This design comes from an exercise in tuning for small area on the open sky130 flow, not from production work. In this exercise RTL edits were held to simulation tests only and were not proved equivalent to the original. Power is estimated from default activity; no workload was simulated.

Setup of JK:
==> flow/design.v (excerpt) <==
module pico_i2c_slave (
    input  wire       clk,
    input  wire       rst,
    input  wire       scl_i,
    input  wire       sda_i,
    output wire       sda_o,
    output reg        rx_ovf,
    output reg        tx_ovf,
    output reg  [1:0] diag_code
);
    localparam [1:0] BE_IDLE = 2'd0,
                     BE_ADDR = 2'd1,
                     BE_RX   = 2'd2,
                     BE_TX   = 2'd3;
    reg [1:0] be;
    reg [3:0] bitcnt;
    reg       rx_eq;
    reg [2:0] rx_lo;
    reg       rw;
    reg       scl_q, sda_q;
    reg       sda_out;
    reg [3:0] head;       
    reg       valid;      
    reg [1:0] mode;       
    reg [7:0] seq;        
    wire scl = scl_i;
    wire sda = sda_i & sda_out;
    wire lc_start = scl_q & scl &  sda_q & ~sda;
    wire lc_stop  = scl_q & scl & ~sda_q &  sda;
    wire lc_rise  = ~scl_q & scl & (sda_q == sda);
    wire lc_fall  = scl_q & ~scl & (sda_q == sda);
    wire bc_le7 = ~bitcnt[3];
    wire bc_8   = bitcnt[3] & ~bitcnt[0];
    wire bc_9   = bitcnt[3] &  bitcnt[0];
    wire bc_0   = bitcnt == 4'd0;
    wire bc_4   = ~bitcnt[3] & bitcnt[2] & ~bitcnt[1] & ~bitcnt[0];
    wire bc_le4 = ~bitcnt[3] & (~bitcnt[2] | (~bitcnt[1] & ~bitcnt[0]));
    wire bc_1to7 = ~bitcnt[3] & (bitcnt[2:0] != 3'd0);
    wire addr_hit = rx_eq & (rx_lo[2:1] == 2'b00);
    wire [1:0] rx_class = !rx_eq            ? 2'd1 :
                          (rx_lo == 3'b011) ? 2'd2 :
                          (rx_lo == 3'b100) ? 2'd3 :
                          (rx_lo == 3'b101) ? 2'd0 : 2'd1;
    wire [2:0] tx_pos = ~(bitcnt[2:0] & {3{~bitcnt[3]}});
    reg [7:0] cbyte;
    always @* begin
        case ({mode, head})
            {2'd0, 4'd0}: cbyte = 8'h41;
            {2'd0, 4'd1}: cbyte = 8'h42;
            {2'd0, 4'd2}: cbyte = 8'h43;
            {2'd0, 4'd3}: cbyte = 8'h44;
            {2'd0, 4'd4}: cbyte = 8'h31;
            {2'd0, 4'd5}: cbyte = 8'h32;
            {2'd0, 4'd6}: cbyte = 8'h33;
            {2'd0, 4'd7}: cbyte = 8'h34;
            {2'd0, 4'd8}: cbyte = 8'h35;
            {2'd0, 4'd9}: cbyte = 8'h36;
            {2'd0, 4'd10}: cbyte = 8'h37;
            {2'd0, 4'd11}: cbyte = 8'h38;
            {2'd0, 4'd12}: cbyte = 8'h05;
            {2'd0, 4'd14}: cbyte = 8'h26;
            {2'd1, 4'd0}: cbyte = 8'hFF;
  ...
Size in the first run: ~280 cells after synthesis, ~9 I/O pins, ~2100 um2 of cells after synthesis.
clock: 10.0 ns
lec_check: 0
cap_margin: 20
core_margin: 2
core_utilization: 40
slew_margin: 20
standard.sh (not shown) runs the stock make flow with config.mk's settings and CLKGATE_MAP_FILE= SYNTH_SCRIPT=/design/flow/synth_recipe.tcl, a recipe that flattens the netlist after the stock synthesis.
==> flow/flow/run.sh <==
#!/bin/bash
# Layout flow: the standard synthesis, then the combinational logic of
# the synthesized netlist is re-mapped by ABC with a stronger area script
# (flip-flops keep their instances, names and cell types), then the rest of
# the standard layout from floorplan to finish.
# Each tool's full output goes to a log file in this folder.
set -euo pipefail
HERE=$(pwd)
RES=$HERE/orfs/results/${FLOW_PLATFORM:-sky130hd}/pico_i2c_slave/base
YOSYS=$FLOW_HOME/../tools/install/yosys/bin/yosys
[ -x "$YOSYS" ] || YOSYS=yosys

bash standard.sh synth > standard_synth.log 2>&1

cp $RES/1_2_yosys.v $HERE/synth_standard.v
export LIB=$FLOW_HOME/platforms/sky130hd/lib/sky130_fd_sc_hd__tt_025C_1v80.lib
export IN_V=$HERE/synth_standard.v
export TOP=${FLOW_TOP:-pico_i2c_slave}
export DONT_USE="$(sed -n '/^export DONT_USE_CELLS/,/^#/p' $FLOW_HOME/platforms/sky130hd/config.mk | grep -o 'sky130_fd_sc_hd__[a-z0-9_]*' | tr '\n' ' ')"
export KEEP_CELLS="$(grep -o 'sky130_fd_sc_hd__[a-z0-9_]*' $IN_V | sort -u | grep -E '__(df|edf|sdf|dl|conb|tap|fill|decap|diode)' | tr '\n' ' ')"
# Two ABC scripts; the smaller result is used.
best=""; best_area=""
for v in a b; do
  export ABC_SCRIPT=$HERE/flow/reopt_$v.abc OUT_V=$HERE/synth_reopt_$v
  $YOSYS -c $HERE/flow/reopt.tcl > reopt_yosys_$v.log 2>&1
  python3 $HERE/flow/pick_top.py $OUT_V.all $OUT_V.v $TOP > pick_top_$v.log 2>&1
  area=$(grep "Chip area for top module" $OUT_V.stat | awk '{print $NF}')
  echo "script $v: area $area" >> reopt_choice.log
  if [ -z "$best" ] || awk "BEGIN{exit !($area < $best_area)}"; then best=$v; best_area=$area; fi
done
echo "using script $best" >> reopt_choice.log
cp $HERE/synth_reopt_$best.v $HERE/synth_reopt.v

# Hand the re-mapped netlist to the rest of the standard flow.
cp $HERE/synth_reopt.v $RES/1_2_yosys.v
touch $RES/1_2_yosys.v
export BUFFER_PORTS_ARGS="-buffer_cell sky130_fd_sc_hd__buf_1"
export CTS_ARGS="-sink_clustering_enable -repair_clock_nets -buf_list sky130_fd_sc_hd__clkbuf_8 -root_buf sky130_fd_sc_hd__clkbuf_8 -sink_clustering_size 40 -sink_clustering_max_diameter 500 -dont_use_dummy_load"
bash standard.sh finish > standard_finish.log 2>&1
Other scripts of this flow, unchanged in this note and not shown: flow/flow/pick_top.py, flow/flow/reopt.tcl, flow/flow/reopt_a.abc, flow/flow/reopt_b.abc
JK: full flow OK, the timing, DRC and antenna checks passed
What MS does differently from JK at the input level:
-- flow/flow/run.sh --
<<< JK, line 3
# the synthesized netlist is re-mapped by ABC with a stronger area script
# (flip-flops keep their instances, names and cell types), then the rest of
# the standard layout from floorplan to finish.
# Each tool's full output goes to a log file in this folder.
set -euo pipefail
>>> MS, line 3
# the synthesized netlist is re-mapped by ABC with a stronger area script
# (flip-flops keep their instances, names and cell types), then the rest of
# the standard layout from floorplan to finish, with the smallest buffer
# (buf_1) as the port buffer that every input and output port gets.
# Each tool's full output goes to a log file in this folder.
set -euo pipefail
<<< JK, line 36
touch $RES/1_2_yosys.v
export BUFFER_PORTS_ARGS="-buffer_cell sky130_fd_sc_hd__buf_1"
export CTS_ARGS="-sink_clustering_enable -repair_clock_nets -buf_list sky130_fd_sc_hd__clkbuf_8 -root_buf sky130_fd_sc_hd__clkbuf_8 -sink_clustering_size 40 -sink_clustering_max_diameter 500 -dont_use_dummy_load"
bash standard.sh finish > standard_finish.log 2>&1
>>> MS, line 37
touch $RES/1_2_yosys.v
export BUFFER_PORTS_ARGS="-buffer_cell sky130_fd_sc_hd__buf_1"
export CTS_ARGS="-sink_clustering_enable -repair_clock_nets -buf_list sky130_fd_sc_hd__clkbuf_4 -dont_use_dummy_load -sink_clustering_max_diameter 30"
bash standard.sh finish > standard_finish.log 2>&1
==> comparison <==
Relative to JK, MS degrades setup slack. Re fraction of power spent switching nets: MS is 1.5 points up on JK. On static leakage, JK loses to MS. Between MS and JK, it is MS whose core utilization is lower, by 0.62 points. For worst voltage drop across the vdd grid, dividing the value from JK by the value from MS gives 1.5. MS vs. JK: minimum clock period rose 0.017 ns, via count rose 0.72%, fmax fell 0.39%, routed wire length fell about 0.7%, routed length per instance fell 0.70%. Comparing the two runs side by side, MS comes out ahead of JK on max-slew headroom at the worst pin.
#### Input delta (AL over MS)
-- flow/flow/run.sh --
<<< MS, line 37
touch $RES/1_2_yosys.v
export BUFFER_PORTS_ARGS="-buffer_cell sky130_fd_sc_hd__buf_1"
export CTS_ARGS="-sink_clustering_enable -repair_clock_nets -buf_list sky130_fd_sc_hd__clkbuf_4 -dont_use_dummy_load -sink_clustering_max_diameter 30"
bash standard.sh finish > standard_finish.log 2>&1
>>> AL, line 37
touch $RES/1_2_yosys.v
export BUFFER_PORTS_ARGS="-buffer_cell sky130_fd_sc_hd__buf_1"
export CTS_ARGS="-sink_clustering_enable -repair_clock_nets -buf_list sky130_fd_sc_hd__clkbuf_4 -dont_use_dummy_load -sink_buffer_max_cap_derate 0.5"
bash standard.sh finish > standard_finish.log 2>&1
[summary]
Taking MS as the reference, in AL sequential cell count neither gained nor lost much, final cell count neither gained nor lost much, routed length on met2 neither gained nor lost much. Comparing AL with MS, the count of buffers not belonging to the clock network in the layout came out essentially unchanged. Summary of AL over MS: max-cap check violation count did not really move, power share of the combinational group did not really move, met1 layer wirelength in the final routing did not really move, final worst-path setup slack did not really move. | area after detailed placement | MS vs AL | ≈ equal |. Reported for MS and AL, number of top-level pins turned out identical to the last digit.
Here is what was changed in the inputs of TR compared with AL.
-- flow/flow/run.sh --
<<< AL, line 4
# (flip-flops keep their instances, names and cell types), then the rest of
# the standard layout from floorplan to finish, with the smallest buffer
# (buf_1) as the port buffer that every input and output port gets.
# Each tool's full output goes to a log file in this folder.
set -euo pipefail
>>> TR, line 4
# (flip-flops keep their instances, names and cell types), then the rest of
# the standard layout from floorplan to finish, with the smallest buffer
# (buf_1) as the port buffer that every input and output port gets, and a
# clock tree of clkbuf_4 buffers without dummy loads.
# Each tool's full output goes to a log file in this folder.
set -euo pipefail
<<< AL, line 37
touch $RES/1_2_yosys.v
export BUFFER_PORTS_ARGS="-buffer_cell sky130_fd_sc_hd__buf_1"
export CTS_ARGS="-sink_clustering_enable -repair_clock_nets -buf_list sky130_fd_sc_hd__clkbuf_4 -dont_use_dummy_load -sink_buffer_max_cap_derate 0.5"
bash standard.sh finish > standard_finish.log 2>&1
>>> TR, line 38
touch $RES/1_2_yosys.v
export BUFFER_PORTS_ARGS="-buffer_cell sky130_fd_sc_hd__buf_1"
export CTS_ARGS="-sink_clustering_enable -repair_clock_nets -buf_list sky130_fd_sc_hd__clkbuf_4 -dont_use_dummy_load"
bash standard.sh finish > standard_finish.log 2>&1
## What came out
Delta (TR minus AL): utilization held steady, die area held steady, sequential share of layout area held steady, cell area held steady, maximum VDD drop held steady. AL -> TR: number of remaining DRC errors delta 0, exact match. Final cell count of AL is on par with TR. Compared with AL, in TR synthesized area level; clock net sink count level.
[inputs] PW vs TR
-- flow/flow/run.sh --
<<< TR, line 4
# (flip-flops keep their instances, names and cell types), then the rest of
# the standard layout from floorplan to finish, with the smallest buffer
# (buf_1) as the port buffer that every input and output port gets, and a
# clock tree of clkbuf_4 buffers without dummy loads.
# Each tool's full output goes to a log file in this folder.
set -euo pipefail
>>> PW, line 4
# (flip-flops keep their instances, names and cell types), then the rest of
# the standard layout from floorplan to finish, with the smallest buffer
# (buf_1) as the port buffer that every input and output port gets.
# Each tool's full output goes to a log file in this folder.
set -euo pipefail
<<< TR, line 38
touch $RES/1_2_yosys.v
export BUFFER_PORTS_ARGS="-buffer_cell sky130_fd_sc_hd__buf_1"
export CTS_ARGS="-sink_clustering_enable -repair_clock_nets -buf_list sky130_fd_sc_hd__clkbuf_4 -dont_use_dummy_load"
bash standard.sh finish > standard_finish.log 2>&1
>>> PW, line 37
touch $RES/1_2_yosys.v
export BUFFER_PORTS_ARGS="-buffer_cell sky130_fd_sc_hd__buf_1"
export CTS_ARGS="-sink_clustering_enable -repair_clock_nets -buf_list {sky130_fd_sc_hd__clkbuf_4 sky130_fd_sc_hd__clkbuf_8} -dont_use_dummy_load"
bash standard.sh finish > standard_finish.log 2>&1
[summary]
Power consumption, PW and TR, higher one = PW. The higher sequential portion of the cell area came out of TR. Re effective utilization at floorplan: no difference whatsoever between TR and PW. Diff TR -> PW: via count went down; share of the clock period used by the worst path -0.17 points; worst-case setup margin in the final layout +0.017 ns; met1 demand-to-capacity share in global routing stayed essentially flat. The worst hold margin of PW falls short of that of TR by 0.0080 ns. For wire length of the first global-routing pass, PW and TR come out practically identical. Proportion of total power due to net switching (PW over TR): decrease, 1.5 points. Summary: design area, PW worse than TR.

========
## job 4641
pico_i2c_slave again, from the RTL that the note above started with.
Settings: LEC_CHECK=0, CAP_MARGIN=20, CORE_MARGIN=2, CORE_UTILIZATION=40, SLEW_MARGIN=20; clock period 10.0 ns.
==> flow/flow/run.sh <==
#!/bin/bash
# Layout flow: the standard synthesis, then the combinational logic of
# the synthesized netlist is re-mapped by ABC with a stronger area script
# (flip-flops keep their instances, names and cell types), then the rest of
# the standard layout from floorplan to finish, with the smallest buffer
# (buf_1) as the port buffer that every input and output port gets.
# Each tool's full output goes to a log file in this folder.
set -euo pipefail
HERE=$(pwd)
RES=$HERE/orfs/results/${FLOW_PLATFORM:-sky130hd}/pico_i2c_slave/base
YOSYS=$FLOW_HOME/../tools/install/yosys/bin/yosys
[ -x "$YOSYS" ] || YOSYS=yosys

bash standard.sh synth > standard_synth.log 2>&1

cp $RES/1_2_yosys.v $HERE/synth_standard.v
export LIB=$FLOW_HOME/platforms/sky130hd/lib/sky130_fd_sc_hd__tt_025C_1v80.lib
export IN_V=$HERE/synth_standard.v
export TOP=${FLOW_TOP:-pico_i2c_slave}
export DONT_USE="$(sed -n '/^export DONT_USE_CELLS/,/^#/p' $FLOW_HOME/platforms/sky130hd/config.mk | grep -o 'sky130_fd_sc_hd__[a-z0-9_]*' | tr '\n' ' ')"
export KEEP_CELLS="$(grep -o 'sky130_fd_sc_hd__[a-z0-9_]*' $IN_V | sort -u | grep -E '__(df|edf|sdf|dl|conb|tap|fill|decap|diode)' | tr '\n' ' ')"
# Two ABC scripts; the smaller result is used.
best=""; best_area=""
for v in a b; do
  export ABC_SCRIPT=$HERE/flow/reopt_$v.abc OUT_V=$HERE/synth_reopt_$v
  $YOSYS -c $HERE/flow/reopt.tcl > reopt_yosys_$v.log 2>&1
  python3 $HERE/flow/pick_top.py $OUT_V.all $OUT_V.v $TOP > pick_top_$v.log 2>&1
  area=$(grep "Chip area for top module" $OUT_V.stat | awk '{print $NF}')
  echo "script $v: area $area" >> reopt_choice.log
  if [ -z "$best" ] || awk "BEGIN{exit !($area < $best_area)}"; then best=$v; best_area=$area; fi
done
echo "using script $best" >> reopt_choice.log
cp $HERE/synth_reopt_$best.v $HERE/synth_reopt.v

# Hand the re-mapped netlist to the rest of the standard flow.
cp $HERE/synth_reopt.v $RES/1_2_yosys.v
touch $RES/1_2_yosys.v
export BUFFER_PORTS_ARGS="-buffer_cell sky130_fd_sc_hd__buf_1"
export CTS_ARGS="-sink_clustering_enable -repair_clock_nets -buf_list sky130_fd_sc_hd__clkbuf_4 -dont_use_dummy_load -sink_clustering_size 12"
bash standard.sh finish > standard_finish.log 2>&1
Other scripts of this flow, unchanged in this note and not shown: flow/flow/pick_top.py, flow/flow/reopt.tcl, flow/flow/reopt_a.abc, flow/flow/reopt_b.abc
Edits applied to the flow inputs when going from job 4641 to job 2471:
diff --git a/flow/flow/run.sh b/flow/flow/run.sh
--- a/flow/flow/run.sh
+++ b/flow/flow/run.sh
@@ -37,4 +37,4 @@
 touch $RES/1_2_yosys.v
 export BUFFER_PORTS_ARGS="-buffer_cell sky130_fd_sc_hd__buf_1"
-export CTS_ARGS="-sink_clustering_enable -repair_clock_nets -buf_list sky130_fd_sc_hd__clkbuf_4 -dont_use_dummy_load -sink_clustering_size 12"
+export CTS_ARGS="-sink_clustering_enable -repair_clock_nets -buf_list sky130_fd_sc_hd__clkbuf_4 -dont_use_dummy_load -sink_buffer_max_cap_derate 0.7"
 bash standard.sh finish > standard_finish.log 2>&1
Results
Share of layout cells above drive strength 1 essentially unchanged between job 4641 and job 2471. Final-layout clock-cell area share came out exactly the same in job 2471 and job 4641. Job 4641 → job 2471: buffers plus inverters on the worst setup path has remained practically unchanged, cell count after synthesis stayed essentially flat, power share of the combinational group essentially unchanged.
[inputs] job 5842 vs job 2471
diff --git a/flow/flow/run.sh b/flow/flow/run.sh
--- a/flow/flow/run.sh
+++ b/flow/flow/run.sh
@@ -37,4 +37,3 @@
 touch $RES/1_2_yosys.v
 export BUFFER_PORTS_ARGS="-buffer_cell sky130_fd_sc_hd__buf_1"
-export CTS_ARGS="-sink_clustering_enable -repair_clock_nets -buf_list sky130_fd_sc_hd__clkbuf_4 -dont_use_dummy_load -sink_buffer_max_cap_derate 0.7"
 bash standard.sh finish > standard_finish.log 2>&1
diff --git a/flow/config.mk b/flow/config.mk
--- a/flow/config.mk
+++ b/flow/config.mk
@@ -9,3 +9,4 @@
 export CORE_MARGIN = 2
 export CORE_UTILIZATION = 40
+export CTS_BUF_LIST = sky130_fd_sc_hd__clkbuf_4
 export SLEW_MARGIN = 20
Notes after the runs:
- In terms of routed wire length, job 2471 and job 5842 differ only marginally.
- Comparing job 5842 against job 2471, there is no change at all in maximum clock path buffer count.
- Comparing job 5842 and job 2471, achievable frequency is lower on job 2471.

separate check: timing with driven ports:
Ports are ideal in the flow. The routed layouts listed here were re-timed in OpenROAD. Step 1 assumes that a clkbuf_16 drives the clock port and a buf_2 every other input. Step 2 adds t to the input delays and takes it off the output delays; t is the mean of the earliest and latest rising clock arrival at the registers after step 1. Input paths then give back, and output paths get back, about the clock's delay inside the block. a / b / c = no drivers / after step 1 / after step 2; a / b = the first two.
run | shift t [ns] | slack for setup (ns) | worst hold slack (ns)
JK | 0.303 | 5.696 / 5.696 / 5.696 | 0.466 / 0.466 / 0.466
MS | 0.350 | 5.679 / 5.679 / 5.679 | 0.474 / 0.474 / 0.474
AL | 0.350 | 5.679 / 5.679 / 5.679 | 0.474 / 0.474 / 0.474
TR | 0.350 | 5.679 / 5.679 / 5.679 | 0.474 / 0.474 / 0.474
PW | 0.303 | 5.696 / 5.696 / 5.696 | 0.466 / 0.466 / 0.466
job 4641 | 0.350 | 5.679 / 5.679 / 5.679 | 0.474 / 0.474 / 0.474
job 2471 | 0.350 | 5.679 / 5.679 / 5.679 | 0.474 / 0.474 / 0.474
job 5842 | 0.361 | 5.723 / 5.723 / 5.723 | 0.479 / 0.479 / 0.479
After both steps setup and hold are still met in every run listed.
